This is an optimization exercise on Yosys and OpenROAD, whose aim is small area, not a production implementation.
The RTL was checked by simulation tests, not by an equivalence proof against the original design.
Power and IR drop assume default switching activity.

[flow/design.v]
module blsync (
    input  wire        clk,
    input  wire        rst,             
    input  wire        host_req,
    input  wire        host_we,
    input  wire [16:0] host_addr,
    input  wire [31:0] host_wdata,
    output reg  [31:0] host_rdata,
    output wire        host_err,
    input  wire        cancel_in,
    output wire        irq_done,
    output reg         line_open,
    output reg         line_cfg_get,
    output reg         line_cfg_set,
    output reg         line_close,
    output reg  [63:0] line_cfg_wdata,
    input  wire        line_ok,
    input  wire [63:0] line_cfg_rdata,
    output reg         tx_valid,
    output reg  [7:0]  tx_data,
    input  wire        tx_ready,
    input  wire        tx_error,
    input  wire        tx_closed,
    output reg         rx_pop,
    input  wire [1:0]  rx_kind,         
    input  wire [7:0]  rx_data
);
    localparam [4:0] S_IDLE     = 5'h00;
    localparam [4:0] S_OPEN     = 5'h01;
    localparam [4:0] S_GETCFG   = 5'h02;
    localparam [4:0] S_SETCFG   = 5'h03;
    localparam [4:0] S_PULSE    = 5'h04;
    localparam [4:0] S_SETTLE   = 5'h05;
    localparam [4:0] S_HSHAKE   = 5'h06;
    localparam [4:0] S_PROBE    = 5'h07;
    localparam [4:0] S_ACK_O    = 5'h08;
    localparam [4:0] S_ACK_K    = 5'h09;
    localparam [4:0] S_DRAIN    = 5'h0A;
    localparam [4:0] S_FAILCHK  = 5'h0B;
    localparam [4:0] S_BACKOFF  = 5'h0C;
    localparam [4:0] S_INFO_TX  = 5'h0D;
    localparam [4:0] S_INFO_ACK = 5'h0E;
    localparam [4:0] S_INFO_LEN = 5'h0F;
    localparam [4:0] S_INFO_PAY = 5'h10;
    localparam [4:0] S_RESTORE  = 5'h11;
    localparam [4:0] S_DONE     = 5'h12;
    localparam [1:0] R_NONE      = 2'd0;
    localparam [1:0] R_SUCCESS   = 2'd1;
    localparam [1:0] R_CANCELLED = 2'd2;
    localparam [1:0] R_FAULT     = 2'd3;
    localparam [3:0] C_USAGE       = 4'd1;
    localparam [3:0] C_LINE_OPEN   = 4'd2;
    localparam [3:0] C_CFG_GET     = 4'd3;
    localparam [3:0] C_CFG_SET     = 4'd4;
    localparam [3:0] C_TX_IO       = 4'd5;
    localparam [3:0] C_TX_CLOSED   = 4'd6;
    localparam [3:0] C_RX_IO       = 4'd7;
    localparam [3:0] C_RX_CLOSED   = 4'd8;
    localparam [3:0] C_INFO_NAK    = 4'd9;
    localparam [3:0] C_ALLOC       = 4'd10;
    localparam [3:0] C_CFG_RESTORE = 4'd11;
    localparam [31:0] BAUD_DEFAULT = 32'd115200;
    reg  [4:0]  state;
    reg  [31:0] baud_r;
    reg         bset;          
    reg  [31:0] cfg_lo;        
    reg  [21:0] pul;           
    reg         pv;            
    reg  [31:0] cfg_hi;        
    reg  [21:0] idx;
    reg  [31:0] attempts;
    reg         cancel_flag;
    reg         synced;
    reg  [1:0]  result;
    reg  [3:0]  fault_cause;
    reg  [4:0]  fstate;        
    reg         restore_fail;
    reg  [15:0] info_len;
    reg         lv;            
    reg         paid;          
    reg  [7:0]  payload [0:63];
    wire [31:0] baud = bset ? baud_r : BAUD_DEFAULT;
    wire busy = (state != S_IDLE) && (state != S_DONE);
    wire done = (state == S_DONE);
    assign irq_done = done;
    wire aligned    = (host_addr[1:0] == 2'b00);
    assign host_err = host_req && !aligned;
    wire host_wr    = host_req && host_we && aligned;
    wire ctrl_wr    = host_wr && (host_addr == 17'h00000);
    wire baud_wr    = host_wr && (host_addr == 17'h00004);
    wire start_cmd  = ctrl_wr && host_wdata[0];
    wire cancel_cmd = ctrl_wr && host_wdata[1];
    wire start_ok   = start_cmd && !busy;
    wire [6:0] pay_count = paid ? idx[6:0] : 7'd0;
    reg [15:0] fdata;
    always @* begin
        case (fault_cause)
            C_TX_IO, C_TX_CLOSED: fdata = idx[15:0];
            C_RX_IO, C_RX_CLOSED:
                fdata = idx[15:0];    
            C_INFO_NAK, C_ALLOC: fdata = info_len;
            default: fdata = 16'd0;
        endcase
    end
    wire [31:0] status = {4'd0, fault_cause, 6'd0, result, 3'd0,
                          restore_fail, cancel_flag, synced, done, busy,
                          3'd0, state};
    reg [15:0] wsel;
    reg [3:0]  lane_en;
    reg [5:0]  pidx;
    reg [31:0] win_word;
    integer    b, w;
    always @* begin
        for (w = 0; w < 16; w = w + 1)
            wsel[w] = (host_addr[5:2] == w[3:0]);
        for (b = 0; b < 4; b = b + 1) begin
            pidx = {host_addr[5:2], b[1:0]};
            lane_en[b] = host_addr[16] && (host_addr[15:6] == 10'd0) && ({1'b0, pidx} < pay_count);
        end
        win_word = 32'd0;
        for (w = 0; w < 16; w = w + 1)
            for (b = 0; b < 4; b = b + 1)
                win_word[8*b +: 8] = win_word[8*b +: 8] | ({8{wsel[w]}} & payload[4*w + b]);
        for (b = 0; b < 4; b = b + 1)
            win_word[8*b +: 8] = win_word[8*b +: 8] & {8{lane_en[b]}};
    end
    wire       reg_page = !host_addr[16] && (host_addr[15:5] == 11'd0);
    wire [7:0] rsel = {8{reg_page}} & (8'd1 << host_addr[4:2]);
    always @* begin
        host_rdata = win_word
                   | ({32{rsel[1]}} & baud)
                   | ({32{rsel[2]}} & status)
                   | ({32{rsel[3]}} & attempts)
                   | ({32{rsel[4] & pv}} & {10'd0, pul})
                   | ({32{rsel[5] & lv}} & {16'd0, info_len})
                   | ({32{rsel[6] & (result == R_FAULT)}} & {11'd0, fstate, fdata})
                   | ({32{rsel[7]}} & {25'd0, pay_count});
    end
    reg [6:0]  dv_r;
    reg [5:0]  dv_d;
    reg [5:0]  dv_q;
    reg [7:0]  dv_t;
    integer    k;
    always @* begin
        if (!busy) begin
            dv_r = {3'd0, baud[31:28]};
            dv_d = baud[27:22];
        end else begin
            dv_r = info_len[6:0];
            case (state[1:0])
                2'd1:    dv_d = cfg_lo[21:16];
                2'd2:    dv_d = cfg_lo[15:10];
                default: dv_d = cfg_lo[9:4];
            endcase
        end
        for (k = 5; k >= 0; k = k - 1) begin
            dv_t = {dv_r, dv_d[k]};
            if (dv_t >= 8'd125) begin
                dv_q[k] = 1'b1;
                dv_t    = dv_t - 8'd125;
            end else begin
                dv_q[k] = 1'b0;
            end
            dv_r = dv_t[6:0];
        end
    end
    reg [7:0] hs_byte;
    always @* begin
        case (idx[3:0])
            4'd0:  hs_byte = 8'h50;
            4'd2:  hs_byte = 8'h08;
            4'd4:  hs_byte = 8'h38;
            4'd5:  hs_byte = 8'hF0;
            4'd7:  hs_byte = 8'h20;
            4'd11: hs_byte = 8'h18;
            default: hs_byte = 8'h00;
        endcase
    end
    wire pulse_end   = (idx == pul);
    wire hs_end      = idx[3] & idx[2];               
    wire itx_end     = idx[2];                        
    wire drain_end   = idx[1] & idx[0];               
    wire two_end     = idx[1];                        
    wire pay_end     = (idx[6:0] == info_len[6:0]);   
    wire settle_end  = idx[9] & idx[7] & idx[4];      
    wire backoff_end = idx[16] & idx[15];             
    reg        fault;
    reg [3:0]  f_cause;
    reg        tx_act;
    reg        rx_act;
    reg [4:0]  nstate;
    reg        idx_inc, idx_clr, idx_div;
    reg        begin_att;
    reg        len_wr;
    reg        res_ok, res_cancel;
    reg        set_synced, set_paid;
    wire       tx_fail    = tx_error || tx_closed;
    wire [3:0] tx_cause   = tx_error ? C_TX_IO : C_TX_CLOSED;
    wire       rx_fail    = rx_kind[1];
    wire [3:0] rx_cause   = rx_kind[0] ? C_RX_CLOSED : C_RX_IO;
    wire       rx_byte    = (rx_kind == 2'd1);
    wire       cancel_now = cancel_flag || cancel_cmd || cancel_in;
    always @* begin
        line_open      = (state == S_OPEN);
        line_cfg_get   = (state == S_GETCFG);
        line_cfg_set   = (state == S_SETCFG) || (state == S_RESTORE);
        line_close     = (state == S_RESTORE) || ((state == S_GETCFG) && !line_ok);
        line_cfg_wdata = {cfg_hi[31:10],
                          (state == S_RESTORE) ? cfg_hi[9:0] : 10'b11_1000_0011,
                          cfg_lo};
        tx_act = 1'b0;
        rx_act = 1'b0;
        case (state)
            S_PULSE:    tx_act = !pulse_end;
            S_HSHAKE:   tx_act = !hs_end;
            S_INFO_TX:  tx_act = !itx_end;
            S_ACK_O,
            S_ACK_K:    rx_act = 1'b1;
            S_DRAIN:    rx_act = !drain_end;
            S_INFO_ACK,
            S_INFO_LEN: rx_act = !two_end;
            S_INFO_PAY: rx_act = !pay_end;
            default: ;
        endcase
        tx_valid = tx_act;
        rx_pop   = rx_act;
        case (state)
            S_PULSE:  tx_data = 8'h55;
            S_HSHAKE: tx_data = hs_byte;
            default:  tx_data = (idx[1:0] == 2'd0) ? 8'h10 : 8'h00;
        endcase
        fault   = 1'b0;
        f_cause = 4'd0;
        if (tx_act && tx_fail) begin
            fault = 1'b1; f_cause = tx_cause;
        end
        if (rx_act && rx_fail) begin
            fault = 1'b1; f_cause = rx_cause;
        end
        case (state)
            S_OPEN:   if (!line_ok) begin fault = 1'b1; f_cause = C_LINE_OPEN; end
            S_GETCFG: if (!line_ok) begin fault = 1'b1; f_cause = C_CFG_GET; end
            S_SETCFG: if (!line_ok) begin fault = 1'b1; f_cause = C_CFG_SET; end
            S_INFO_ACK:
                if (two_end && info_len != 16'h4B4F) begin
                    fault = 1'b1; f_cause = C_INFO_NAK;
                end
            S_INFO_LEN:
                if (two_end && info_len > 16'd64) begin
                    fault = 1'b1; f_cause = C_ALLOC;
                end
            default: ;
        endcase
        nstate     = state;
        idx_inc    = 1'b0;
        idx_clr    = 1'b0;
        idx_div    = 1'b0;
        begin_att  = 1'b0;
        len_wr     = 1'b0;
        res_ok     = 1'b0;
        res_cancel = 1'b0;
        set_synced = 1'b0;
        set_paid   = 1'b0;
        if (fault) begin
            nstate = (state == S_OPEN || state == S_GETCFG) ? S_DONE : S_RESTORE;
        end else begin
            case (state)
                S_OPEN: begin
                    idx_div = 1'b1;
                    nstate  = S_GETCFG;
                end
                S_GETCFG: begin
                    idx_div = 1'b1;
                    nstate  = S_SETCFG;
                end
                S_SETCFG: begin
                    begin_att = 1'b1;
                    idx_clr   = 1'b1;
                    nstate    = S_PULSE;
                end
                S_PULSE:
                    if (pulse_end) begin
                        idx_clr = 1'b1;
                        nstate  = S_SETTLE;
                    end else begin
                        idx_inc = tx_ready;
                    end
                S_SETTLE:
                    if (settle_end) begin
                        idx_clr = 1'b1;
                        nstate  = S_HSHAKE;
                    end else begin
                        idx_inc = 1'b1;
                    end
                S_HSHAKE:
                    if (hs_end)
                        nstate = S_PROBE;
                    else
                        idx_inc = tx_ready;
                S_PROBE: begin
                    idx_clr = 1'b1;
                    nstate  = rx_byte ? S_ACK_O : S_FAILCHK;
                end
                S_ACK_O:
                    if (rx_byte) begin
                        idx_inc = 1'b1;
                        nstate  = (rx_data == 8'h4F) ? S_ACK_K : S_FAILCHK;
                    end
                S_ACK_K:
                    if (rx_byte) begin
                        if (rx_data == 8'h4B) begin
                            idx_clr = 1'b1;
                            nstate  = S_DRAIN;
                        end else begin
                            nstate  = S_FAILCHK;
                        end
                    end
                S_DRAIN:
                    if (drain_end) begin
                        set_synced = 1'b1;
                        idx_clr    = 1'b1;
                        nstate     = S_INFO_TX;
                    end else begin
                        idx_inc = rx_byte;
                    end
                S_FAILCHK:
                    if (cancel_now) begin
                        res_cancel = 1'b1;
                        nstate     = S_RESTORE;
                    end else begin
                        idx_clr = 1'b1;
                        nstate  = S_BACKOFF;
                    end
                S_BACKOFF:
                    if (backoff_end) begin
                        begin_att = 1'b1;
                        idx_clr   = 1'b1;
                        nstate    = S_PULSE;
                    end else begin
                        idx_inc = 1'b1;
                    end
                S_INFO_TX:
                    if (itx_end) begin
                        idx_clr = 1'b1;
                        nstate  = S_INFO_ACK;
                    end else begin
                        idx_inc = tx_ready;
                    end
                S_INFO_ACK:
                    if (two_end) begin
                        idx_clr = 1'b1;
                        nstate  = S_INFO_LEN;
                    end else begin
                        len_wr  = rx_byte;
                        idx_inc = rx_byte;
                    end
                S_INFO_LEN:
                    if (two_end) begin
                        if (info_len == 16'd0) begin
                            res_ok = 1'b1;
                            nstate = S_RESTORE;
                        end else begin
                            idx_clr  = 1'b1;
                            set_paid = 1'b1;
                            nstate   = S_INFO_PAY;
                        end
                    end else begin
                        len_wr  = rx_byte;
                        idx_inc = rx_byte;
                    end
                S_INFO_PAY:
                    if (pay_end) begin
                        res_ok = 1'b1;
                        nstate = S_RESTORE;
                    end else begin
                        idx_inc = rx_byte;
                    end
                S_RESTORE:
                    nstate = S_DONE;
                default: ;
            endcase
        end
    end
    always @(posedge clk) begin
        if (!idx[6])
            payload[idx[5:0]] <= rx_data;
    end
    always @(posedge clk) begin
        if (baud_wr)
            baud_r <= host_wdata;
        if (state == S_GETCFG)
            idx <= {line_cfg_rdata[31:26], idx[9:0], dv_q};
        else if (start_ok || idx_div)
            idx <= {idx[15:0], dv_q};
        else if (idx_clr)
            idx <= 22'd0;
        else if (idx_inc)
            idx <= idx + 22'd1;
        if (state == S_GETCFG)
            info_len[15:12] <= line_cfg_rdata[25:22];
        if (start_ok || idx_div)
            info_len[6:0] <= dv_r;
        else if (len_wr) begin
            if (idx[0])
                info_len[15:8] <= rx_data;
            else
                info_len[7:0]  <= rx_data;
        end
        if (start_ok)
            cfg_lo <= baud;
        else if (state == S_SETCFG)
            cfg_lo <= {idx[21:16], info_len[15:12], pul};
        if (state == S_GETCFG) begin
            cfg_hi <= line_cfg_rdata[63:32];
            pul    <= line_cfg_rdata[21:0];
        end else if (begin_att && state == S_SETCFG) begin
            pul    <= {idx[15:0], dv_q};
        end
    end
    always @(posedge clk) begin
        if (rst) begin
            state        <= S_IDLE;
            bset         <= 1'b0;
            pv           <= 1'b0;
            attempts     <= 32'd0;
            cancel_flag  <= 1'b0;
            synced       <= 1'b0;
            result       <= R_NONE;
            fault_cause  <= 4'd0;
            restore_fail <= 1'b0;
            lv           <= 1'b0;
            paid         <= 1'b0;
        end else begin
            if (baud_wr)
                bset <= 1'b1;
            if (start_ok) begin
                pv           <= 1'b0;
                cancel_flag  <= cancel_cmd && (baud != 32'd0);
                attempts     <= 32'd0;
                synced       <= 1'b0;
                result       <= R_NONE;
                fault_cause  <= 4'd0;
                restore_fail <= 1'b0;
                lv           <= 1'b0;
                paid         <= 1'b0;
                if (baud == 32'd0) begin
                    result      <= R_FAULT;
                    fault_cause <= C_USAGE;
                    fstate      <= state;
                    state       <= S_DONE;
                end else begin
                    state       <= S_OPEN;
                end
            end else begin
                if (busy && (cancel_cmd || cancel_in))
                    cancel_flag <= 1'b1;
                state <= nstate;
                if (fault) begin
                    result      <= R_FAULT;
                    fault_cause <= f_cause;
                    fstate      <= state;
                end
                if (begin_att) begin
                    attempts <= attempts + 32'd1;
                    pv       <= 1'b1;
                end
                if (set_synced)
                    synced <= 1'b1;
                if (set_paid)
                    paid <= 1'b1;
                if (len_wr && idx[0] && state == S_INFO_LEN)
                    lv <= 1'b1;
                if (res_ok)
                    result <= R_SUCCESS;
                if (res_cancel)
                    result <= R_CANCELLED;
                if (state == S_RESTORE && !line_ok) begin
                    restore_fail <= 1'b1;
                    if (result != R_FAULT) begin
                        result      <= R_FAULT;
                        fault_cause <= C_CFG_RESTORE;
                        fstate      <= state;
                    end
                end
            end
        end
    end
endmodule
[flow/flow/run.sh]
#!/bin/bash
# Own layout flow: the standard ORFS flow with three changes.
#  1. Synthesis is the standard flow's (synth_recipe.tcl, unchanged) except that Yosys's
#     abc call gets an area-oriented ABC script (flow/abc.script) and the
#     full-adder extraction is skipped (flow/synth_pre.tcl), so adders are
#     mapped by ABC too; the registers come from the same dfflibmap step,
#     so they are unchanged.
#  2. Port buffers are sky130_fd_sc_hd__buf_1 (BUFFER_PORTS_ARGS).
#  3. CTS options from flow/cts_args.txt.
# Each tool's output goes to a log file in this folder (make.log) and to
# ORFS's own per-step logs under orfs/logs.
set -euo pipefail
HERE=$(pwd)
ABC_SCRIPT=$(tr -d '\n' < "$HERE/flow/abc.script")
{
  cat "$HERE/flow/synth_pre.tcl"
  printf 'proc abc {args} {\n'
  printf '  set i [lsearch -exact $args -script]\n'
  printf '  if {$i >= 0} { set args [lreplace $args $i [expr {$i + 1}] -script {%s}] }\n' "$ABC_SCRIPT"
  printf '  yosys abc {*}$args\n'
  printf '}\n'
  cat "$HERE/synth_recipe.tcl"
} > "$HERE/own_synth.tcl"
CTS_ARGS_VAL=$(tr -d '\n' < "$HERE/flow/cts_args.txt")
sed -e "s#SYNTH_SCRIPT=[^ ]*#SYNTH_SCRIPT=$HERE/own_synth.tcl \"BUFFER_PORTS_ARGS=-buffer_cell sky130_fd_sc_hd__buf_1\" \"CTS_ARGS=$CTS_ARGS_VAL\"#" \
    "$HERE/standard.sh" > "$HERE/own_standard.sh"
bash "$HERE/own_standard.sh" finish > "$HERE/make.log" 2>&1
[flow/flow/abc.script]
+strash;ifraig;dc2;strash;&get,-n;&deepsyn,-T,60;&put;dc2;&get,-n;&dch,-f;&nf,-R,1000;&put
[flow/flow/cts_args.txt]
-sink_clustering_enable -repair_clock_nets -dont_use_dummy_load -buf_list sky130_fd_sc_hd__clkbuf_16 -sink_clustering_size 30 -sink_clustering_max_diameter 80
[flow/flow/synth_pre.tcl]
proc extract_fa {args} {}
[flow/standard.sh]
#!/bin/bash
# synth_recipe.tcl (not shown) runs the flow's synth.tcl, then flattens the netlist and writes it again
# the make line also repeats each setting of config.mk as NAME=value (left out here)
make -C /OpenROAD-flow-scripts/flow DESIGN_CONFIG=/design/flow/config.mk WORK_HOME=/design/flow/orfs CLKGATE_MAP_FILE= SYNTH_SCRIPT=/design/flow/synth_recipe.tcl "${@:-finish}"
[flow/config.mk]
export PLATFORM = sky130hd
export DESIGN_NAME = blsync
export DESIGN_NICKNAME = blsync
export VERILOG_FILES = /design/flow/design.v
export SDC_FILE = /design/flow/constraint.sdc
export NUM_CORES = 4
export LEC_CHECK = 0
export ABC_AREA = 1
export CAP_MARGIN = 20
export CORE_MARGIN = 5
export CORE_UTILIZATION = 60
export PLACE_DENSITY = 0.72
export SLEW_MARGIN = 20
[flow/constraint.sdc]
create_clock -name core_clock -period 40.0 [get_ports {clk}]
set_input_delay 8.0000 -clock core_clock [delete_from_list [all_inputs] [get_ports {clk}]]
set_output_delay 8.0000 -clock core_clock [all_outputs]
set_load 0.01 [all_outputs]
==> flow_summary.yaml, run 1 <==
yosys:
  ys_top_cells_by_area: "edfxtp_1, a222oi_1, dfxtp_1"
  synth_common_cells: "edfxtp_1, nand2_1, nor2_1"
  seq_area_frac_synth: 0.734
  ys_types: 59
  avgSynthCellArea_um2: 14.5
  synthCells: 1989
  ys_async_sr_fraction: 0
  synth_top_cell_area_share: 0.696
  synth_area_mm2: 0.0289
  syn_nets: 2121
  ys_ff_latch: 723
  yosys_warnings: 1
  synth_edf_count: 669
  ys.flop_type: "edfxtp_1"
  yosysMostFrequentCell: "edfxtp_1"
  yosys.area.top_type: "edfxtp_1"
grt:
  grt_pass1_wl_mm: 142
  grt.total_usage: 0.370
  grt_overflow: 0
  grt_pass1_vias: 20500
  antenna_found_initial: 1
  grt_start_max_net_pins: 68
floorplanning:
  ios: 244
  die_w_um: 229
  die_h_um: 229
  die_area_mm2: 0.0526
  coreArea_mm2: 0.0476
  start_util: 0.606
  row_count: 80
setup_path:
  arrival_ns: 11.40
  cp_slowest_stage_delay_ns: 0.68
  r2r_end: "info_len[6]$_DFFE_PP_"
  crit_path_end: "host_rdata[1]"
  r2r-start: "state[1]$_SDFFE_PP0P_"
  critPathKind: "primary input to primary output"
  crit_cells: 12
  startpoint_type: "primary input"
  critPathMaxFanout: 21
  reg2reg_slack_ns: 28.74
  cp_num_buf_inv: 4
  crit_family: "compound AO/OA/AOI/OAI gates"
  crit_start: "host_addr[4]"
  cp_cell_sequence: "buf_1, clkinv_1, nand2_1, nor2_2, buf_4, a222oi_1, nand2_1, a221oi_1, nand3_1, a221oi_1, o2111ai_1, buf_1"
  crit_slowest_cell: "a221oi_1"
  required_ns: 32.00
  cp-end-kind: "primary output"
  r2r_cells: 45
clocking:
  root_buffer: "clkbuf_16"
  cts_setup_buffers: 0
  hold_buffers: 0
  cts_tree: "built"
  cts_max_level: 2
  ctsResizeCount: 0
  cts_made_buffers: 34
  clock_latency_ns: 0.60
  cts.clk_slew.worst_paths_ns: 0.07
  clock_path_buffers: 3
  cts_num_sinks: 723
placed_design:
  portBuffers: 242
  pre_cts_ws_ns: 20.81
  post-dp-hpwl_mm: 67.8
  place.gp.congestion: 0.998
  dpl_cell_area_mm2: 0.0309
route:
  drc: 0
  drt_iter0_drc: 4668
  firstDrtPassIters: 9
  viasPerCell: 7.34
  wl_per_cell_um: 34.0
  drt-total-wl_mm: 99.4
  vias: 21400
  drtAntennaViolNets: 0
layout:
  fillers: 3479
  area_delta_synth_final_pct: 10.1
  utilization: 0.667
  multi_input_area_mm2: 0.00742
  regArea_mm2: 0.0212
  design_area_mm2: 0.0318
  final_net_count: 2438
  drive_gt1_frac: 0.0551
min_path:
  worstHoldPathCells: 2
  hp-class: "flop to flop"
  min-delay-start: "pv$_SDFFE_PP0P_"
timing:
  rsz0062_at_grt: "false"
  relSlewSlack: 0.220
  fin_setup_tns_ns: 0
  drv_slew: 0
  setup_slack_ns: 20.60
  hold_viol: 0
  min_period_ns: 19.40
  fmax_mhz: 51.5
  tightest_slew_ns: 1.17
  period_share: 0.485
  setup_viol: 0
  skew_ns: 0.0718
power_and_ir_drop:
  vdd_ir_drop_max_mv: 0.0395
  p_leak_nw: 9.91
  powerDensity_mw_per_mm2: 58.3
  power_mw: 1.85
run_status:
  status: "no timing/DRC/antenna violations"
job:
  drv_cap: 0
==> worst min path at each step <==
stage	to	slack (ns)
finish	pv$_SDFFE_PP0P_	0.47
global route	attempts[26]$_SDFFE_PP0P_	0.52
CTS	pv$_SDFFE_PP0P_	0.48
detailed placement	pv$_SDFFE_PP0P_	0.46
global placement	pv$_SDFFE_PP0P_	0.45
floorplan	pv$_SDFFE_PP0P_	0.43
==> cell type report <==
cell class | instances | share of cell area
sequential | 723 | 0.666
timing repair buffer | 305 | 0.0438
antenna | 3 | 0.000236
clock buffer | 34 | 0.0268
inverter | 45 | 0.00532
tap | 615 | 0.0242
multi-input combinational | 1197 | 0.233
==> cell families (layout without fill, tap and decap cells) <==
logic type	after synthesis	count (layout)	synth area share
compound gates	537	537	0.144
xor+xnor	37	37	0.0112
buf+inv	69	384	0.0121
flops	723	723	0.734
mux	5	5	0.00191
other cells	1	4	0.000130
simple gates	617	617	0.0970
==> power by group <==
part	leakage (nW)	internal, mW	switching, mW
Combinational	3.00	0.141	0.344
Sequential	6.50	0.922	0.0708
Clock	0.419	0.153	0.220
Total	9.91	1.22	0.635
==> metal layers <==
| layer | routed length, µm | track usage |
|---|---|---|
| met1 | 35000 | 0.502 |
| met2 | 45200 | 0.582 |
| met3 | 13500 | 0.0851 |
| met4 | 5650 | 0.162 |
| met5 | 0 | 0 |
==> worst register-to-register path: cells and delay by family (launching register included) <==
family / cells / cell delay, ns
compound gates: 16 / 4.58
xor+xnor: 4 / 0.86
buf+inv: 4 / 0.57
flops: 1 / 0.31
simple gates: 21 / 4.71
==> layout by cell type, fill, tap and decap left out, types with 11 or more instances in the layout <==
| master | count |
|---|---|
| nor2_2 | 11 |
| xnor2_1 | 21 |
| clkbuf_16 | 34 |
| and2_0 | 21 |
| a22o_1 | 22 |
| a31oi_1 | 11 |
| clkinv_1 | 44 |
| or2_0 | 13 |
| nor4_1 | 14 |
| edfxtp_1 | 669 |
| a22oi_1 | 45 |
| o2111ai_1 | 16 |
| nor2b_1 | 12 |
| nor3_1 | 27 |
| nand4_1 | 13 |
| a222oi_1 | 142 |
| and3_1 | 18 |
| buf_4 | 61 |
| o22ai_1 | 27 |
| nand3_1 | 62 |
| xor2_1 | 16 |
| a21oi_1 | 58 |
| buf_1 | 234 |
| dfxtp_1 | 54 |
| a221oi_1 | 55 |
| nor2_1 | 182 |
| o21ai_0 | 87 |
| nand2_1 | 198 |
==> state kept, by name (all words and copies together), names as in the netlist <==
register,flops
result,2
lv,1
pul,22
restore_fail,1
synced,1
info_len,16
idx,22
cancel_flag,1
pv,1
cfg_lo,32
cfg_hi,32
fstate,5
baud_r,32
bset,1
paid,1
payload,512
fault_cause,4
state,5
attempts,32
==> through the flow <==
step	cells	hold WS, ns
final	2922	0.472
after global placement	2883	0.453
after floorplan	1989	0.432
after CTS	2918	0.480
after global routing	2919	0.521
after detailed placement	2884	0.463
==> run 2: changes to the inputs <==
--- a/flow/design.v
+++ b/flow/design.v
@@ -98,5 +98,5 @@
             C_TX_IO, C_TX_CLOSED: fdata = idx[15:0];
             C_RX_IO, C_RX_CLOSED:
-                fdata = idx[15:0];    
+                fdata = (fstate == S_ACK_O || fstate == S_ACK_K) ? {15'd0, fstate[0]} : idx[15:0];
             C_INFO_NAK, C_ALLOC: fdata = info_len;
             default: fdata = 16'd0;
@@ -298,13 +298,9 @@
                     else
                         idx_inc = tx_ready;
-                S_PROBE: begin
-                    idx_clr = 1'b1;
-                    nstate  = rx_byte ? S_ACK_O : S_FAILCHK;
-                end
+                S_PROBE:
+                    nstate = rx_byte ? S_ACK_O : S_FAILCHK;
                 S_ACK_O:
-                    if (rx_byte) begin
-                        idx_inc = 1'b1;
-                        nstate  = (rx_data == 8'h4F) ? S_ACK_K : S_FAILCHK;
-                    end
+                    if (rx_byte)
+                        nstate = (rx_data == 8'h4F) ? S_ACK_K : S_FAILCHK;
                 S_ACK_K:
                     if (rx_byte) begin
--- a/flow/config.mk
+++ b/flow/config.mk
@@ -7,7 +7,7 @@
 export LEC_CHECK = 0
 export ABC_AREA = 1
-export CAP_MARGIN = 20
+export CAP_MARGIN = 0
 export CORE_MARGIN = 5
 export CORE_UTILIZATION = 60
 export PLACE_DENSITY = 0.72
-export SLEW_MARGIN = 20
+export SLEW_MARGIN = 0
==> run 2 against run 1 <==
Against the previous run:
- die area increased by 0.33%
- combinational power increased by 2%
- sequential share of layout area about the same
- first-iteration DRC count decreased by 6.5%
- fmax decreased by 1.4%
- non-clock buffer count decreased by 16
- core utilization decreased by 0.19 points
- via count decreased by 0.13%
- worst setup slack got worse by 0.29 ns
- sequential power about the same
- clock skew increased by 0.026 ns
- power increased by 1.9%
==> flow_summary.yaml, run 2 <==
run_status:
  status: "no timing/DRC/antenna violations"
grt:
  grt_pass1_vias: 20100
  grt_overflow: 0
  antenna_found_initial: 2
  grt_start_max_net_pins: 69
  grt_pass1_wl_mm: 144
  grt.total_usage: 0.375
route:
  drt-total-wl_mm: 102
  drc: 0
  viasPerCell: 7.31
  drtAntennaViolNets: 0
  drt_iter0_drc: 4364
  vias: 21400
  wl_per_cell_um: 34.7
  firstDrtPassIters: 10
floorplanning:
  start_util: 0.606
  die_h_um: 230
  ios: 244
  die_area_mm2: 0.0527
  die_w_um: 230
  row_count: 80
  coreArea_mm2: 0.0477
layout:
  fillers: 3384
  design_area_mm2: 0.0318
  largest_reg_flops: 512
  layout_commonest_cell: "edfxtp_1"
  final_net_count: 2448
  drive_gt1_frac: 0.0467
  n_antenna_cell: 0
  final_cell_mix: "edfxtp_1, buf_1, nand2_1"
  area_delta_synth_final_pct: 9.68
setup_path:
  crit_start: "host_addr[3]"
  startpoint_type: "primary input"
  required_ns: 32.00
  critPathKind: "primary input to primary output"
  arrival_ns: 11.69
  r2r-start: "state[1]$_SDFFE_PP0P_"
  cp-end-kind: "primary output"
  reg2reg_slack_ns: 27.70
  critPathMaxFanout: 27
timing:
  hold_viol: 0
  relSlewSlack: 0.115
  tightest_slew_ns: 1.32
  drv_slew: 0
  min_period_ns: 19.69
  fin_setup_tns_ns: 0
  period_share: 0.492
  setup_viol: 0
  skew_ns: 0.0977
  rsz0062_at_grt: "false"
  fmax_mhz: 50.8
yosys:
  yosysMostFrequentCell: "edfxtp_1"
  synth_edf_count: 669
  ys_ff_latch: 723
  yosys_warnings: 1
  ys_top_cells_by_area: "edfxtp_1, a222oi_1, dfxtp_1"
  ys_types: 58
  synth_common_cells: "edfxtp_1, nor2_1, nand2_1"
  synth_top_cell_area_share: 0.694
  synthCells: 2014
  avgSynthCellArea_um2: 14.4
  yosys.area.top_type: "edfxtp_1"
  syn_nets: 2146
  ys_async_sr_fraction: 0
  ys.flop_type: "edfxtp_1"
  synth_area_mm2: 0.0289
  seq_area_frac_synth: 0.731
clocking:
  cts.clk_slew.worst_paths_ns: 0.08
  cts_num_sinks: 723
  clock_path_buffers: 3
  root_buffer: "clkbuf_16"
  hold_buffers: 0
  cts_max_level: 2
  clock_latency_ns: 0.62
  cts_made_buffers: 35
  ctsResizeCount: 0
  cts_tree: "built"
  cts_setup_buffers: 0
placed_design:
  place.gp.congestion: 1.02
  dpl_cell_area_mm2: 0.0309
  post-dp-hpwl_mm: 70.4
  portBuffers: 242
min_path:
  hp-class: "flop to flop"
  min-delay-start: "pv$_SDFFE_PP0P_"
power_and_ir_drop:
  powerDensity_mw_per_mm2: 59.4
  vdd_ir_drop_max_mv: 0.0618
  p_leak_nw: 9.87
job:
  drv_cap: 0
[run 2: cell count changes after synthesis, moves of 5 or more]
cell	previous run	this run
nand2_1	199	193
o21ai_0	87	94
o31ai_1	9	2
xor2_1	16	10
nand2b_1	9	18
xnor2_1	21	28
a21oi_1	58	67
nor3_1	34	42
a222oi_1	142	132
and2_0	21	28
a22oi_1	45	58
o22ai_1	27	22
[run 2: kinds of logic after synthesis]
family,synth area share
DFF,0.731
and+or+nand+nor,0.100
AOI/OAI and AO/OA,0.142
buffers and inverters,0.0118
xor gates and xnor gates,0.0115
muxes,0.00307
other,0.000130
[run 2: worst paths after layout]
kind,to,cells past startpoint
setup / recovery,host_rdata[9],10
hold / removal,pv$_SDFFE_PP0P_,2
setup reg to reg,info_len[6]$_DFFE_PP_,40
hold reg to reg,pv$_SDFFE_PP0P_,2
[run 2: report_power, final]
| part | internal [mW] | switching, mW | total [mW] |
|---|---|---|---|
| Sequential | 0.927 | 0.0859 | 1.01 |
| Combinational | 0.144 | 0.350 | 0.494 |
| Clock | 0.158 | 0.222 | 0.380 |
[run 2: worst max-delay path: stages]
cell	delay (ns)
buf_1	0.36
nand2b_1	0.24
nor3_2	0.73
buf_4	0.54
and2_0	0.89
a22oi_1	0.21
nand2_1	0.15
a221oi_1	0.05
o21ai_0	0.28
buf_1	0.21
[run 2: final cells by class]
type,instances,area (µm²),area share
sequential,723,21200,0.667
timing repair buffer,289,1270,0.0400
clock buffer,35,876,0.0276
inverter,43,161,0.00508
multi-input combinational,1224,7500,0.236
tap,615,769,0.0242
[run 2: per-layer routing]
layer / wire length, µm / vias up / GRT usage
li1: - / 8822 / -
met1: 36500 / 10500 / 0.523
met2: 45900 / 1821 / 0.585
met3: 13900 / 309 / 0.0834
met4: 5310 / 4 / 0.149
met5: 27 / - / 0
[run 2: metrics by stage]
step                cells   util  setup slack, ns  hold WS (ns)  power [mW]
detailed placement   2894  0.647            20.50         0.458        1.50
finish               2929  0.665            20.31         0.473        1.89
global route         2929  0.665            20.19         0.509        1.95
global placement     2894  0.647            20.59         0.446        1.50
CTS                  2929  0.665            20.51         0.475        1.87
floorplan            2014      -            20.33         0.425        1.28
==> run 3: changes to the inputs <==
--- a/flow/design.v
+++ b/flow/design.v
@@ -98,5 +98,5 @@
             C_TX_IO, C_TX_CLOSED: fdata = idx[15:0];
             C_RX_IO, C_RX_CLOSED:
-                fdata = (fstate == S_ACK_O || fstate == S_ACK_K) ? {15'd0, fstate[0]} : idx[15:0];
+                fdata = idx[15:0];    
             C_INFO_NAK, C_ALLOC: fdata = info_len;
             default: fdata = 16'd0;
@@ -202,8 +202,8 @@
     wire       cancel_now = cancel_flag || cancel_cmd || cancel_in;
     always @* begin
-        line_open      = (state == S_OPEN);
-        line_cfg_get   = (state == S_GETCFG);
-        line_cfg_set   = (state == S_SETCFG) || (state == S_RESTORE);
-        line_close     = (state == S_RESTORE) || ((state == S_GETCFG) && !line_ok);
+        line_open      = !rst && (state == S_OPEN);
+        line_cfg_get   = !rst && (state == S_GETCFG);
+        line_cfg_set   = !rst && ((state == S_SETCFG) || (state == S_RESTORE));
+        line_close     = !rst && ((state == S_RESTORE) || ((state == S_GETCFG) && !line_ok));
         line_cfg_wdata = {cfg_hi[31:10],
                           (state == S_RESTORE) ? cfg_hi[9:0] : 10'b11_1000_0011,
@@ -223,6 +223,6 @@
             default: ;
         endcase
-        tx_valid = tx_act;
-        rx_pop   = rx_act;
+        tx_valid = !rst && tx_act;
+        rx_pop   = !rst && rx_act;
         case (state)
             S_PULSE:  tx_data = 8'h55;
@@ -298,9 +298,13 @@
                     else
                         idx_inc = tx_ready;
-                S_PROBE:
-                    nstate = rx_byte ? S_ACK_O : S_FAILCHK;
+                S_PROBE: begin
+                    idx_clr = 1'b1;
+                    nstate  = rx_byte ? S_ACK_O : S_FAILCHK;
+                end
                 S_ACK_O:
-                    if (rx_byte)
-                        nstate = (rx_data == 8'h4F) ? S_ACK_K : S_FAILCHK;
+                    if (rx_byte) begin
+                        idx_inc = 1'b1;
+                        nstate  = (rx_data == 8'h4F) ? S_ACK_K : S_FAILCHK;
+                    end
                 S_ACK_K:
                     if (rx_byte) begin
==> flow/flow/abc.script (replaced) <==
+strash;ifraig;dc2;strash;&get,-n;&deepsyn,-T,60;&put;dc2;&get,-n;&dch,-f;&nf,-R,1000;&put;&get,-n;&st;&dch,-f;&nf,-R,1000;&put
--- a/flow/config.mk
+++ b/flow/config.mk
@@ -7,7 +7,7 @@
 export LEC_CHECK = 0
 export ABC_AREA = 1
-export CAP_MARGIN = 0
+export CAP_MARGIN = 20
 export CORE_MARGIN = 5
 export CORE_UTILIZATION = 60
 export PLACE_DENSITY = 0.72
-export SLEW_MARGIN = 0
+export SLEW_MARGIN = 20
==> run 3 against run 2 <==
Against the previous run:
- die area up 0.10%
- critical path depth up 1
- synthesized area up 0.10%
- sequential share of layout area down 0.30 points
- register-to-register slack worse by 0.30 ns
- routed wire length down 4.2%
- non-clock buffer count up 8
- final cell count up 0.20%
- power down 2.1%
- sequential cell count unchanged
- fmax up 0.58%
- worst hold slack worse by 0.0011 ns
- critical path type unchanged
==> flow_summary.yaml, run 3 <==
placed_design:
  place.gp.congestion: 1.01
  post-dp-hpwl_mm: 64.9
  portBuffers: 242
clocking:
  cts_tree: "built"
  clock_latency_ns: 0.61
  cts_num_sinks: 723
  clock_path_buffers: 3
  cts.clk_slew.worst_paths_ns: 0.08
  root_buffer: "clkbuf_16"
  ctsResizeCount: 0
  cts_setup_buffers: 0
  hold_buffers: 0
  cts_max_level: 2
  cts_made_buffers: 35
yosys:
  synthCells: 2011
  ys_types: 52
  yosys.area.top_type: "edfxtp_1"
  ys_ff_latch: 723
  synth_area_mm2: 0.0290
  ys_async_sr_fraction: 0
  yosysMostFrequentCell: "edfxtp_1"
  ys.flop_type: "edfxtp_1"
  avgSynthCellArea_um2: 14.4
  ys_top_cells_by_area: "edfxtp_1, a222oi_1, dfxtp_1"
  yosys_warnings: 1
  syn_nets: 2143
  synth_top_cell_area_share: 0.693
  seq_area_frac_synth: 0.731
  synth_common_cells: "edfxtp_1, nor2_1, nand2_1"
  synth_edf_count: 669
timing:
  fin_hold_ws_ns: 0.472
  rsz0062_at_grt: "false"
  fmax_mhz: 51.1
  tightest_slew_ns: 1.26
  min_period_ns: 19.58
  fin_setup_tns_ns: 0
  period_share: 0.489
  hold_viol: 0
  skew_ns: 0.0823
  relSlewSlack: 0.156
  setup_viol: 0
  drv_slew: 0
grt:
  grt_start_max_net_pins: 77
  antenna_found_initial: 2
  grt_pass1_wl_mm: 138
  grt.total_usage: 0.357
  grt_pass1_vias: 20300
  grt_overflow: 0
route:
  drc: 0
  viasPerCell: 7.24
  vias: 21200
  drt_iter0_drc: 3944
  firstDrtPassIters: 10
  drtAntennaViolNets: 0
  wl_per_cell_um: 33.2
  drt-total-wl_mm: 97.4
floorplanning:
  ios: 244
  die_h_um: 230
  coreArea_mm2: 0.0477
  die_area_mm2: 0.0528
  start_util: 0.607
  row_count: 80
  die_w_um: 230
setup_path:
  required_ns: 32.00
  crit_start: "host_addr[12]"
  critPathKind: "primary input to primary output"
  r2r-start: "state[2]$_SDFFE_PP0P_"
  critPathMaxFanout: 9
  r2r_cells: 45
  startpoint_type: "primary input"
  cp-end-kind: "primary output"
  arrival_ns: 11.58
layout:
  final_net_count: 2453
  final_cell_mix: "edfxtp_1, buf_1, nand2_1"
  area_delta_synth_final_pct: 10.1
  drive_gt1_frac: 0.0548
  fillers: 3456
  largest_reg_flops: 512
  layout_commonest_cell: "edfxtp_1"
power_and_ir_drop:
  power_mw: 1.85
  powerDensity_mw_per_mm2: 57.9
  p_leak_nw: 9.98
  vdd_ir_drop_max_mv: 0.0535
run_status:
  status: "no timing/DRC/antenna violations"
min_path:
  worstHoldPathCells: 2
  min-delay-start: "pv$_SDFFE_PP0P_"
  hp-class: "flop to flop"
job:
  drv_cap: 0
==> run 3: worst max-delay path: stages <==
cell and delay [ns]:
buf_1 0.15, nor4_1 0.28, nand3_1 0.16, a2111oi_0 0.44, a21boi_0 0.61, a21boi_0 0.19
buf_4 0.24, o21bai_1 0.45, a31oi_1 0.68, a211o_1 0.20, buf_1 0.16
==> run 3: kinds of logic after synthesis <==
family | after synthesis | share of synthesized area
other | 1 | 0.000129
AO/OA/AOI/OAI | 527 | 0.140
multiplexers | 4 | 0.00155
XOR/XNOR | 45 | 0.0136
AND/OR/NAND/NOR | 661 | 0.105
buffers and inverters | 49 | 0.00946
adder cells (fa/ha/maj) | 1 | 0.000345
flip-flops | 723 | 0.731
==> run 3: cell type report <==
cell class                 count  area (µm²)  share of cell area
multi-input combinational   1239        7650               0.240
sequential                   723       21200               0.664
tap                          615         769              0.0241
clock buffer                  35         876              0.0275
antenna                        1        2.50           0.0000785
inverter                      25        93.8             0.00294
timing repair buffer         297        1340              0.0420
==> run 3: stage by stage <==
step / worst slack (ns) / std cells / instance area (µm²) / utilization
floorplan: 20.38 / 2011 / 29000 / -
global placement: 20.64 / 2897 / 31000 / 0.649
detailed placement: 20.63 / 2897 / 31000 / 0.649
CTS: 20.62 / 2932 / 31900 / 0.667
global route: 20.26 / 2934 / 31900 / 0.668
finish: 20.42 / 2935 / 31900 / 0.668
==> run 3: report_power, final <==
group,internal [mW],switching (mW)
Clock,0.158,0.223
Combinational,0.143,0.326
Sequential,0.923,0.0735
Total,1.22,0.623
==> run 3: per-layer routing <==
metal	global-route usage	vias to the layer above	share of wire
met5	0	-	0.00011
met4	0.171	2	0.053
met3	0.0713	277	0.13
met2	0.573	1785	0.47
met1	0.475	10400	0.35
li1	-	8830	-
==> run 3: final timing paths <==
check	to	slack (ns)
worst max register to register	info_len[6]$_DFFE_PP_	27.40
worst max-delay path	host_rdata[17]	20.42
worst min-delay path	pv$_SDFFE_PP0P_	0.47
worst min register to register	pv$_SDFFE_PP0P_	0.47
==> run 4: changes to the inputs <==
--- a/flow/flow/run.sh
+++ b/flow/flow/run.sh
@@ -1,4 +1,4 @@
 #!/bin/bash
-# Own layout flow: the standard ORFS flow with three changes.
+# Own layout flow: the standard ORFS flow with these changes.
 #  1. Synthesis is the standard flow's (synth_recipe.tcl, unchanged) except that Yosys's
 #     abc call gets an area-oriented ABC script (flow/abc.script) and the
@@ -8,4 +8,6 @@
 #  2. Port buffers are sky130_fd_sc_hd__buf_1 (BUFFER_PORTS_ARGS).
 #  3. CTS options from flow/cts_args.txt.
+#  4. Extra ORFS make variables, one per line, from flow/make_vars.txt
+#     (e.g. RECOVER_POWER, which downsizes cells off the critical paths).
 # Each tool's output goes to a log file in this folder (make.log) and to
 # ORFS's own per-step logs under orfs/logs.
@@ -23,5 +25,11 @@
 } > "$HERE/own_synth.tcl"
 CTS_ARGS_VAL=$(tr -d '\n' < "$HERE/flow/cts_args.txt")
-sed -e "s#SYNTH_SCRIPT=[^ ]*#SYNTH_SCRIPT=$HERE/own_synth.tcl \"BUFFER_PORTS_ARGS=-buffer_cell sky130_fd_sc_hd__buf_1\" \"CTS_ARGS=$CTS_ARGS_VAL\"#" \
+EXTRA=""
+if [[ -f "$HERE/flow/make_vars.txt" ]]; then
+  while read -r line; do
+    [[ -n "$line" ]] && EXTRA="$EXTRA \"$line\""
+  done < "$HERE/flow/make_vars.txt"
+fi
+sed -e "s#SYNTH_SCRIPT=[^ ]*#SYNTH_SCRIPT=$HERE/own_synth.tcl \"BUFFER_PORTS_ARGS=-buffer_cell sky130_fd_sc_hd__buf_1\" \"CTS_ARGS=$CTS_ARGS_VAL\"$EXTRA#" \
     "$HERE/standard.sh" > "$HERE/own_standard.sh"
 bash "$HERE/own_standard.sh" finish > "$HERE/make.log" 2>&1
==> flow/flow/make_vars.txt (new file) <==
RECOVER_POWER=100
==> run 4 against run 3 <==
Against the previous run:
- the layout now fails its checks (max-capacitance violations, max-slew violations)
- worst setup slack worse by 1.3 ns
- highest routed layer unchanged
- core utilization is 0.32 points lower
- design area is 0.48% lower
- fmax is 6.3% lower
- via count hardly changed
- clock power hardly changed
- critical endpoint is now host_rdata[9]
- worst hold slack worse by 0.0019 ns
- sequential cell count stayed put
- largest power group unchanged
- combinational power is 1% lower
- final cell count stayed put
==> flow_summary.yaml, run 4 <==
power_and_ir_drop:
  vdd_ir_drop_max_mv: 0.0535
  powerDensity_mw_per_mm2: 58.1
  p_leak_nw: 9.85
yosys:
  avgSynthCellArea_um2: 14.4
  synth_common_cells: "edfxtp_1, nor2_1, nand2_1"
  syn_nets: 2143
  synth_area_mm2: 0.0290
  ys_async_sr_fraction: 0
  yosys_warnings: 1
  synthCells: 2011
  ys_ff_latch: 723
  synth_edf_count: 669
  yosysMostFrequentCell: "edfxtp_1"
  seq_area_frac_synth: 0.731
  synth_top_cell_area_share: 0.693
  ys.flop_type: "edfxtp_1"
  yosys.area.top_type: "edfxtp_1"
  ys_types: 52
  ys_top_cells_by_area: "edfxtp_1, a222oi_1, dfxtp_1"
grt:
  grt_start_max_net_pins: 77
  grt.total_usage: 0.357
  antenna_found_initial: 2
  grt_overflow: 0
  grt_pass1_vias: 20300
  grt_pass1_wl_mm: 138
setup_path:
  r2r_end: "info_len[6]$_DFFE_PP_"
  arrival_ns: 12.88
  crit_cells: 11
  cp-end-kind: "primary output"
  cp_num_buf_inv: 3
  cp_slowest_stage_delay_ns: 1.59
  r2r_cells: 45
  reg2reg_slack_ns: 26.92
  crit_path_end: "host_rdata[9]"
  r2r-start: "state[0]$_SDFFE_PP0P_"
  critPathMaxFanout: 33
  cp_cell_sequence: "clkbuf_1, nand2_1, nor3_1, clkbuf_1, nand3_1, nor2_1, nand4_1, nand2_1, a221oi_1, o21ai_0, buf_1"
  startpoint_type: "primary input"
  required_ns: 32.00
  critPathKind: "primary input to primary output"
  crit_slowest_cell: "clkbuf_1"
  crit_start: "host_addr[3]"
  crit_family: "buffers and inverters"
route:
  wl_per_cell_um: 33.2
  drc: 0
  drtAntennaViolNets: 0
  drt_iter0_drc: 4226
  firstDrtPassIters: 10
  vias: 21200
  viasPerCell: 7.24
  drt-total-wl_mm: 97.5
layout:
  final_net_count: 2453
  area_delta_synth_final_pct: 9.54
  design_area_mm2: 0.0317
  drive_gt1_frac: 0.0375
  largest_reg_flops: 512
  fillers: 3485
  final_cell_mix: "edfxtp_1, buf_1, nand2_1"
  layout_commonest_cell: "edfxtp_1"
timing:
  fin_setup_tns_ns: 0
  drv_slew: 762
  period_share: 0.522
  fmax_mhz: 47.9
  relSlewSlack: -1.57
  min_period_ns: 20.88
  skew_ns: 0.0837
  setup_slack_ns: 19.12
  tightest_slew_ns: 3.85
  rsz0062_at_grt: "false"
  hold_viol: 0
  setup_viol: 0
job:
  drv_cap: 16
clocking:
  hold_buffers: 0
  cts_setup_buffers: 0
  cts.clk_slew.worst_paths_ns: 0.08
  clock_latency_ns: 0.61
  ctsResizeCount: 0
  clock_path_buffers: 3
  cts_max_level: 2
  root_buffer: "clkbuf_16"
  cts_num_sinks: 723
  cts_tree: "built"
  cts_made_buffers: 35
floorplanning:
  die_w_um: 230
  die_area_mm2: 0.0528
  ios: 244
  die_h_um: 230
  coreArea_mm2: 0.0477
  start_util: 0.607
  row_count: 80
placed_design:
  pre_cts_ws_ns: 20.63
  portBuffers: 242
  post-dp-hpwl_mm: 64.9
  place.gp.congestion: 1.01
  dpl_cell_area_mm2: 0.0310
min_path:
  hp-class: "flop to flop"
run_status:
  violations: "max-capacitance violations, max-slew violations"
  status: "complete, but fails checks"
[run 4: cell counts after synthesis]
Identical to the previous run, type by type.
[run 4: power by group]
part	leakage, nW	total [mW]	internal [mW]	switching, mW
clock network	0.431	0.380	0.158	0.222
logic	2.92	0.464	0.139	0.325
registers	6.50	1.00	0.927	0.0735
total	9.85	1.84	1.22	0.621
[run 4: metrics by stage]
step	instances	util	hold WS, ns	power [mW]
finish	2935	0.665	0.470	1.84
global route	2934	0.665	0.506	1.90
CTS	2932	0.667	0.471	1.83
detailed placement	2897	0.649	0.453	1.46
global placement	2897	0.649	0.455	1.45
floorplan	2011	-	0.432	1.27
[run 4: worst reg2reg max path: cells and delay by family, from the launching register on]
family	cells	cell delay, ns
XOR/XNOR	2	0.39
adder cells (fa/ha/maj)	1	0.31
buffers and inverters	2	1.03
AO/OA/AOI/OAI	14	4.74
AND/OR/NAND/NOR	26	5.80
flip-flops	1	0.52
[run 4: kinds of logic after synthesis]
group / share of synthesized area
AO/OA/AOI/OAI: 0.140
XOR/XNOR: 0.0136
adder cells (fa/ha/maj): 0.000345
buffers and inverters: 0.00946
flip-flops: 0.731
multiplexers: 0.00155
other: 0.000129
AND/OR/NAND/NOR: 0.105
[run 4: cell type report]
cell class                      count  area (µm²)  share of cell area
Multi-Input combinational cell   1239        7600               0.240
Clock buffer                       35         876              0.0276
Timing Repair Buffer              297        1230              0.0386
Inverter                           25        93.8             0.00296
Tap cell                          615         769              0.0242
Sequential cell                   723       21200               0.667
Antenna cell                        1        2.50           0.0000788
[run 4: worst min path at each step]
stage	to	slack (ns)	startpoint	cells past startpoint
after floorplan	pv$_SDFFE_PP0P_	0.43	pv$_SDFFE_PP0P_	2
after global placement	lv$_SDFFE_PP0P_	0.46	lv$_SDFFE_PP0P_	2
after detailed placement	pv$_SDFFE_PP0P_	0.45	pv$_SDFFE_PP0P_	2
after CTS	pv$_SDFFE_PP0P_	0.47	pv$_SDFFE_PP0P_	2
after global routing	pv$_SDFFE_PP0P_	0.51	pv$_SDFFE_PP0P_	2
final	pv$_SDFFE_PP0P_	0.47	pv$_SDFFE_PP0P_	2
[run 4: routing by layer]
layer / wire [µm] / part of all wire / global-route usage
met2: 45500 / 0.47 / 0.573
met1: 34200 / 0.35 / 0.475
met4: 5710 / 0.059 / 0.171
met5: 11 / 0.00011 / 0
met3: 12000 / 0.12 / 0.0713
==> run 5: changes to the inputs <==
--- a/flow/design.v
+++ b/flow/design.v
@@ -103,5 +103,6 @@
         endcase
     end
-    wire [31:0] status = {4'd0, fault_cause, 6'd0, result, 3'd0,
+    wire [3:0]  cause_vis = (result == R_FAULT) ? fault_cause : 4'd0;
+    wire [31:0] status = {4'd0, cause_vis, 6'd0, result, 3'd0,
                           restore_fail, cancel_flag, synced, done, busy,
                           3'd0, state};
@@ -390,13 +391,11 @@
             baud_r <= host_wdata;
         if (state == S_GETCFG)
-            idx <= {line_cfg_rdata[31:26], idx[9:0], dv_q};
-        else if (start_ok || idx_div)
-            idx <= {idx[15:0], dv_q};
+            idx <= line_cfg_rdata[21:0];
         else if (idx_clr)
             idx <= 22'd0;
-        else if (idx_inc)
-            idx <= idx + 22'd1;
+        else
+            idx <= idx + {21'd0, idx_inc};    
         if (state == S_GETCFG)
-            info_len[15:12] <= line_cfg_rdata[25:22];
+            info_len[15:7] <= line_cfg_rdata[30:22];
         if (start_ok || idx_div)
             info_len[6:0] <= dv_r;
@@ -410,11 +409,9 @@
             cfg_lo <= baud;
         else if (state == S_SETCFG)
-            cfg_lo <= {idx[21:16], info_len[15:12], pul};
-        if (state == S_GETCFG) begin
+            cfg_lo <= {fault_cause[0], info_len[15:7], idx};
+        if (state == S_GETCFG)
             cfg_hi <= line_cfg_rdata[63:32];
-            pul    <= line_cfg_rdata[21:0];
-        end else if (begin_att && state == S_SETCFG) begin
-            pul    <= {idx[15:0], dv_q};
-        end
+        if (start_ok || idx_div || state == S_SETCFG)
+            pul <= {pul[15:0], dv_q};
     end
     always @(posedge clk) begin
@@ -436,9 +433,8 @@
             if (start_ok) begin
                 pv           <= 1'b0;
-                cancel_flag  <= cancel_cmd && (baud != 32'd0);
                 attempts     <= 32'd0;
-                synced       <= 1'b0;
+                cancel_flag  <= cancel_cmd && (baud != 32'd0);
+                    synced       <= 1'b0;
                 result       <= R_NONE;
-                fault_cause  <= 4'd0;
                 restore_fail <= 1'b0;
                 lv           <= 1'b0;
@@ -460,4 +456,6 @@
                     fault_cause <= f_cause;
                     fstate      <= state;
+                end else if (state == S_GETCFG) begin
+                    fault_cause[0] <= line_cfg_rdata[31];
                 end
                 if (begin_att) begin
==> flow/flow/run.sh (replaced) <==
#!/bin/bash
# Own layout flow: the standard ORFS flow with three changes.
#  1. Synthesis is the standard flow's (synth_recipe.tcl, unchanged) except that Yosys's
#     abc call gets an area-oriented ABC script (flow/abc.script) and the
#     full-adder extraction is skipped (flow/synth_pre.tcl), so adders are
#     mapped by ABC too; the registers come from the same dfflibmap step,
#     so they are unchanged.
#  2. Port buffers are sky130_fd_sc_hd__buf_1 (BUFFER_PORTS_ARGS).
#  3. CTS options from flow/cts_args.txt.
# Each tool's output goes to a log file in this folder (make.log) and to
# ORFS's own per-step logs under orfs/logs.
set -euo pipefail
HERE=$(pwd)
ABC_SCRIPT=$(tr -d '\n' < "$HERE/flow/abc.script")
{
  cat "$HERE/flow/synth_pre.tcl"
  printf 'proc abc {args} {\n'
  printf '  set i [lsearch -exact $args -script]\n'
  printf '  if {$i >= 0} { set args [lreplace $args $i [expr {$i + 1}] -script {%s}] }\n' "$ABC_SCRIPT"
  printf '  yosys abc {*}$args\n'
  printf '}\n'
  cat "$HERE/synth_recipe.tcl"
} > "$HERE/own_synth.tcl"
CTS_ARGS_VAL=$(tr -d '\n' < "$HERE/flow/cts_args.txt")
sed -e "s#SYNTH_SCRIPT=[^ ]*#SYNTH_SCRIPT=$HERE/own_synth.tcl \"BUFFER_PORTS_ARGS=-buffer_cell sky130_fd_sc_hd__buf_1\" \"CTS_ARGS=$CTS_ARGS_VAL\"#" \
    "$HERE/standard.sh" > "$HERE/own_standard.sh"
bash "$HERE/own_standard.sh" finish > "$HERE/make.log" 2>&1
removed: flow/flow/make_vars.txt
==> run 5 against run 4 <==
Against the previous run:
- global-route usage increased by 0.72 points
- worst hold slack worse by 0.0030 ns
- worst setup slack better by 1.5 ns
- power shrank 2.2%
- synthesized cell count shrank 0.90%
- core utilization decreased by 0.26 points
- clock power is essentially flat
- largest cell class unchanged
- non-clock buffer count down 5
- via count fell by 0.63%
- synthesized area is 1.4% lower
- largest power group unchanged
- routed wire length grew 0.93%
- critical path depth up 1
- now clean on timing, DRC and antenna
==> flow_summary.yaml, run 5 <==
min_path:
  hp-class: "flop to flop"
  min_to: "attempts[31]$_SDFFE_PP0P_"
  min-delay-start: "attempts[31]$_SDFFE_PP0P_"
  worstHoldPathCells: 1
clocking:
  cts_setup_buffers: 0
  root_buffer: "clkbuf_16"
  cts_num_sinks: 723
  cts.clk_slew.worst_paths_ns: 0.09
  cts_max_level: 2
  cts_made_buffers: 35
  clock_latency_ns: 0.60
  hold_buffers: 0
  clock_path_buffers: 3
  ctsResizeCount: 0
  cts_tree: "built"
placed_design:
  post-dp-hpwl_mm: 66.0
  pre_cts_ws_ns: 20.72
  place.gp.congestion: 1.02
  portBuffers: 242
job:
  drv_cap: 0
yosys:
  avgSynthCellArea_um2: 14.3
  ys_types: 56
  synthCells: 1993
  ys_async_sr_fraction: 0
  syn_nets: 2125
  yosysMostFrequentCell: "edfxtp_1"
  seq_area_frac_synth: 0.731
  synth_common_cells: "edfxtp_1, nor2_1, nand2_1"
  synth_edf_count: 642
  ys_ff_latch: 723
  yosys.area.top_type: "edfxtp_1"
  synth_area_mm2: 0.0286
  synth_top_cell_area_share: 0.675
  ys.flop_type: "edfxtp_1"
  yosys_warnings: 1
  ys_top_cells_by_area: "edfxtp_1, dfxtp_1, a222oi_1"
setup_path:
  r2r-start: "state[0]$_SDFFE_PP0P_"
  arrival_ns: 11.40
  critPathMaxFanout: 12
  r2r_end: "info_len[5]$_DFFE_PP_"
  crit_slowest_cell: "nor2_1"
  cp-end-kind: "primary output"
  required_ns: 32.00
  cp_cell_sequence: "buf_1, nor4_1, nand3_1, nor2_1, and4_1, clkinv_1, a2111oi_2, buf_4, a31o_1, a22oi_1, o2111ai_1, buf_1"
  startpoint_type: "primary input"
  reg2reg_slack_ns: 29.60
  cp_slowest_stage_delay_ns: 0.72
  critPathKind: "primary input to primary output"
  r2r_cells: 43
  crit_path_frequent_cell: "buf_1"
timing:
  setup_slack_ns: 20.60
  hold_viol: 0
  relSlewSlack: 0.220
  drv_slew: 0
  rsz0062_at_grt: "false"
  skew_ns: 0.0775
  tightest_slew_ns: 1.17
  fin_setup_tns_ns: 0
  period_share: 0.485
  min_period_ns: 19.40
  setup_viol: 0
  fmax_mhz: 51.6
power_and_ir_drop:
  powerDensity_mw_per_mm2: 57.4
  p_leak_nw: 9.84
  vdd_ir_drop_max_mv: 0.0532
  power_mw: 1.80
floorplanning:
  die_area_mm2: 0.0521
  start_util: 0.602
  ios: 244
  row_count: 80
  die_h_um: 228
  die_w_um: 228
  coreArea_mm2: 0.0474
route:
  vias: 21100
  drt-total-wl_mm: 98.4
  wl_per_cell_um: 33.8
  drc: 0
  drt_iter0_drc: 4279
  firstDrtPassIters: 9
  viasPerCell: 7.25
  drtAntennaViolNets: 0
grt:
  antenna_found_initial: 2
  grt_overflow: 0
  grt.total_usage: 0.364
  grt_pass1_wl_mm: 139
  grt_start_max_net_pins: 68
  grt_pass1_vias: 19600
layout:
  drive_gt1_frac: 0.0497
  largest_reg_flops: 512
  n_antenna_cell: 0
  final_net_count: 2430
  final_cell_mix: "edfxtp_1, buf_1, nand2_1"
  utilization: 0.662
  layout_commonest_cell: "edfxtp_1"
  area_delta_synth_final_pct: 9.95
run_status:
  status: "no timing/DRC/antenna violations"
run 5: changes by cell type after synthesis, sizes merged, moves of 14 or more:
cell    previous run  this run
xnor2             28        13
clkinv            25        44
nor3              49        35
a21oi             64        84
dfxtp             54        81
edfxtp           669       642
run 5: final cells by class:
| class | count | area [µm²] |
|---|---|---|
| repair buffers | 292 | 1290 |
| inverters | 44 | 165 |
| multi-input cells | 1202 | 7420 |
| well taps | 615 | 769 |
| clock buffers | 35 | 876 |
| fillers | 3487 | 16000 |
| flip-flops and latches | 723 | 20900 |
run 5: metal layers:
metal	share of wire	wire (µm)	GRT usage	vias up
met5	0.00013	13	0	-
met4	0.047	4590	0.131	2
met3	0.14	13900	0.0852	283
met2	0.45	44600	0.567	1867
met1	0.36	35400	0.512	10200
li1	-	-	-	8727
run 5: stage by stage:
stage               hold WS (ns)  cells  area [µm²]
floorplan                  0.425   1993       28600
global placement           0.435   2876       30500
detailed placement         0.446   2876       30500
CTS                        0.461   2911       31400
global route               0.494   2911       31400
finish                     0.467   2911       31400
run 5: kinds of logic (layout without fill, tap and decap cells):
logic type / Yosys count / count (layout) / share of synthesized area
other cells: 1 / 1 / 0.000131
buf+inv: 68 / 371 / 0.0121
fa+ha+maj: 1 / 1 / 0.000350
compound gates: 546 / 546 / 0.146
mux: 8 / 8 / 0.00306
xor+xnor: 26 / 26 / 0.00797
flops: 723 / 723 / 0.731
simple gates: 620 / 620 / 0.0993
run 5: power breakdown:
group / switching, mW / total, mW / internal [mW]
sequential: 0.0796 / 0.995 / 0.916
combinational: 0.299 / 0.427 / 0.128
clock: 0.224 / 0.382 / 0.158
run 5: worst max-delay path by stage:
stage               cells after the start       endpoint           from
floorplan                               7  host_rdata[2]   host_addr[3]
global placement                        9  host_rdata[7]   host_addr[5]
detailed placement                     12  host_rdata[0]  host_addr[12]
CTS                                    12  host_rdata[0]  host_addr[12]
global route                           12  host_rdata[0]   host_addr[6]
finish                                 12  host_rdata[0]   host_addr[6]
run 5: worst max-delay path, delay by kind of cell:
kind                   cells  cell delay (ns)
buffers and inverters      4             0.72
AND/OR/NAND/NOR            4             1.71
AO/OA/AOI/OAI              4             0.94
==> run 6: changes to the inputs <==
--- a/flow/config.mk
+++ b/flow/config.mk
@@ -9,5 +9,5 @@
 export CAP_MARGIN = 20
 export CORE_MARGIN = 5
-export CORE_UTILIZATION = 60
-export PLACE_DENSITY = 0.72
+export CORE_UTILIZATION = 55
+export PLACE_DENSITY = 0.68
 export SLEW_MARGIN = 20
==> run 6 against run 5 <==
Against the previous run:
- still clean on timing, DRC and antenna
- sequential power barely moved
- final cell count rose by 2.4%
- core utilization fell by 4.9 points
- synthesized cell count did not move
==> flow_summary.yaml, run 6 <==
setup_path:
  critPathKind: "primary input to primary output"
  cp_num_buf_inv: 6
  cp_slowest_stage_delay_ns: 0.78
  critPathMaxFanout: 33
  crit_start: "host_addr[5]"
  r2r-start: "state[0]$_SDFFE_PP0P_"
  crit_slowest_cell: "a221oi_1"
  crit_cells: 12
  required_ns: 32.00
  cp_cell_sequence: "buf_1, clkinv_1, nand2_1, nor2_4, buf_4, and4_1, clkinv_1, o21ai_1, buf_4, a221oi_1, o21ai_0, buf_1"
  crit_family: "buffers and inverters"
  cp-end-kind: "primary output"
  startpoint_type: "primary input"
  arrival_ns: 11.45
  r2r_cells: 43
layout:
  final_net_count: 2433
  final_cell_mix: "edfxtp_1, buf_1, nand2_1"
  layout_commonest_cell: "edfxtp_1"
  fillers: 3978
  drive_gt1_frac: 0.0522
  multi_input_area_mm2: 0.00742
  design_area_mm2: 0.0315
  regArea_mm2: 0.0209
  area_delta_synth_final_pct: 10.4
  largest_reg_flops: 512
floorplanning:
  coreArea_mm2: 0.0514
  start_util: 0.556
  ios: 244
  die_w_um: 238
  die_area_mm2: 0.0566
  row_count: 83
  die_h_um: 238
yosys:
  synth_edf_count: 642
  ys.flop_type: "edfxtp_1"
  yosysMostFrequentCell: "edfxtp_1"
  yosys_warnings: 1
  yosys.area.top_type: "edfxtp_1"
  ys_async_sr_fraction: 0
  ys_top_cells_by_area: "edfxtp_1, dfxtp_1, a222oi_1"
  ys_ff_latch: 723
  synth_area_mm2: 0.0286
  synth_common_cells: "edfxtp_1, nor2_1, nand2_1"
  synth_top_cell_area_share: 0.675
  ys_types: 56
  syn_nets: 2125
  synthCells: 1993
  avgSynthCellArea_um2: 14.3
  seq_area_frac_synth: 0.731
grt:
  grt.total_usage: 0.334
  met2_usage: 0.511
  top_usage_layer: "met2"
  grtUsageMet1: 0.465
  grt_start_max_net_pins: 68
  grt_pass1_vias: 19700
  grt_pass1_wl_mm: 138
  grt_overflow: 0
  use_met3: 0.0855
  antenna_found_initial: 2
job:
  drv_cap: 0
power_and_ir_drop:
  vdd_ir_drop_max_mv: 0.0509
  switching_power_uw: 601
  powerDensity_mw_per_mm2: 57.2
  power_frac_clock: 0.211
  swShare: 0.333
  comb_power_share: 0.236
  p_int_mw: 1.20
  seqPwrFrac: 0.553
  p_leak_nw: 9.86
clocking:
  hold_buffers: 0
  cts.clk_slew.worst_paths_ns: 0.08
  cts_max_level: 2
  clock_latency_ns: 0.60
  cts_num_sinks: 723
  ctsResizeCount: 0
  cts_tree: "built"
  root_buffer: "clkbuf_16"
  clock_path_buffers: 3
  cts_setup_buffers: 0
  cts_made_buffers: 35
timing:
  min_period_ns: 19.45
  fin_setup_tns_ns: 0
  setup_viol: 0
  hold_viol: 0
  fmax_mhz: 51.4
  drv_slew: 0
  relSlewSlack: 0.206
  rsz0062_at_grt: "false"
  skew_ns: 0.0741
  tightest_slew_ns: 1.19
  period_share: 0.486
route:
  drc: 0
  firstDrtPassIters: 9
  drt-total-wl_mm: 98.1
  drtAntennaViolNets: 0
  drt_iter0_drc: 4056
  vias: 21000
  viasPerCell: 7.06
  wl_per_cell_um: 32.9
placed_design:
  dpl_cell_area_mm2: 0.0306
  portBuffers: 242
  post-dp-hpwl_mm: 64.9
  place.gp.congestion: 1.01
run_status:
  status: "no timing/DRC/antenna violations"
min_path:
  min-delay-start: "attempts[31]$_SDFFE_PP0P_"
  worstHoldPathCells: 1
  hp-class: "flop to flop"
[run 6: cell types whose count changed in the layout (fill, tap and decap cells not counted), sizes merged]
cell | previous run | this run
diode | 0 | 1
buf | 284 | 287
[run 6: metrics by stage]
step / instances / utilization / hold slack, ns / power [mW] / setup WS, ns
6_report: 2980 / 0.613 / 0.465 / 1.80 / 20.55
3_3_place_gp: 2942 / 0.596 / 0.441 / 1.41 / 20.93
3_5_place_dp: 2943 / 0.596 / 0.447 / 1.42 / 20.68
2_1_floorplan: 1993 / - / 0.425 / 1.24 / 20.27
4_1_cts: 2978 / 0.613 / 0.461 / 1.79 / 20.65
5_1_grt: 2979 / 0.613 / 0.476 / 1.86 / 20.48
[run 6: worst reg2reg max path: cells and delay by family (launching register included)]
family	cells	cell delay (ns)
flops	1	0.32
xor+xnor	4	0.84
compound gates	15	3.26
buf+inv	4	0.62
fa+ha+maj	1	0.45
simple gates	19	4.69
[run 6: kinds of logic (layout without fill, tap and decap cells)]
logic type / Yosys count / after routing / share of synthesized area
flops: 723 / 723 / 0.731
buf+inv: 68 / 374 / 0.0121
other cells: 1 / 2 / 0.000131
fa+ha+maj: 1 / 1 / 0.000350
mux: 8 / 8 / 0.00306
simple gates: 620 / 620 / 0.0993
compound gates: 546 / 546 / 0.146
xor+xnor: 26 / 26 / 0.00797
[run 6: final cells by class]
type,instances,share of cell area
clock buffers,35,0.0278
well taps,680,0.0270
multi-input cells,1202,0.235
diodes,1,0.0000794
inverters,44,0.00524
flip-flops and latches,723,0.663
repair buffers,295,0.0420
[run 6: power groups by stage]
| stage | sequential [mW] | clock (mW) | combinational [mW] |
|---|---|---|---|
| finish | 0.997 | 0.380 | 0.426 |
| global route | 0.999 | 0.409 | 0.455 |
| CTS | 0.991 | 0.381 | 0.415 |
| detailed placement | 1.01 | 0 | 0.412 |
| global placement | 1.01 | 0 | 0.405 |
| floorplan | 0.977 | 0 | 0.261 |
[run 6: path summary, 6_finish.rpt]
| check | slack, ns | end |
|---|---|---|
| min | 0.46 | attempts[31]$_SDFFE_PP0P_ |
| max | 20.55 | host_rdata[9] |
| min reg2reg | 0.46 | attempts[31]$_SDFFE_PP0P_ |
| max reg2reg | 29.49 | info_len[5]$_DFFE_PP_ |
[run 6: layer usage]
layer | up-vias | share of wire | wire [µm]
li1 | 8746 | - | -
met1 | 10300 | 0.37 | 35800
met2 | 1751 | 0.45 | 44300
met3 | 233 | 0.14 | 13600
met4 | 4 | 0.045 | 4370
met5 | - | 0.00021 | 21

Setup slack of run 6, layout unchanged: 20.548 ns with ideal ports, 20.504 ns with driving cells assumed (clock clkbuf_16, inputs buf_2), 20.504 ns with port delays also shifted by the 0.625 ns mid clock arrival.
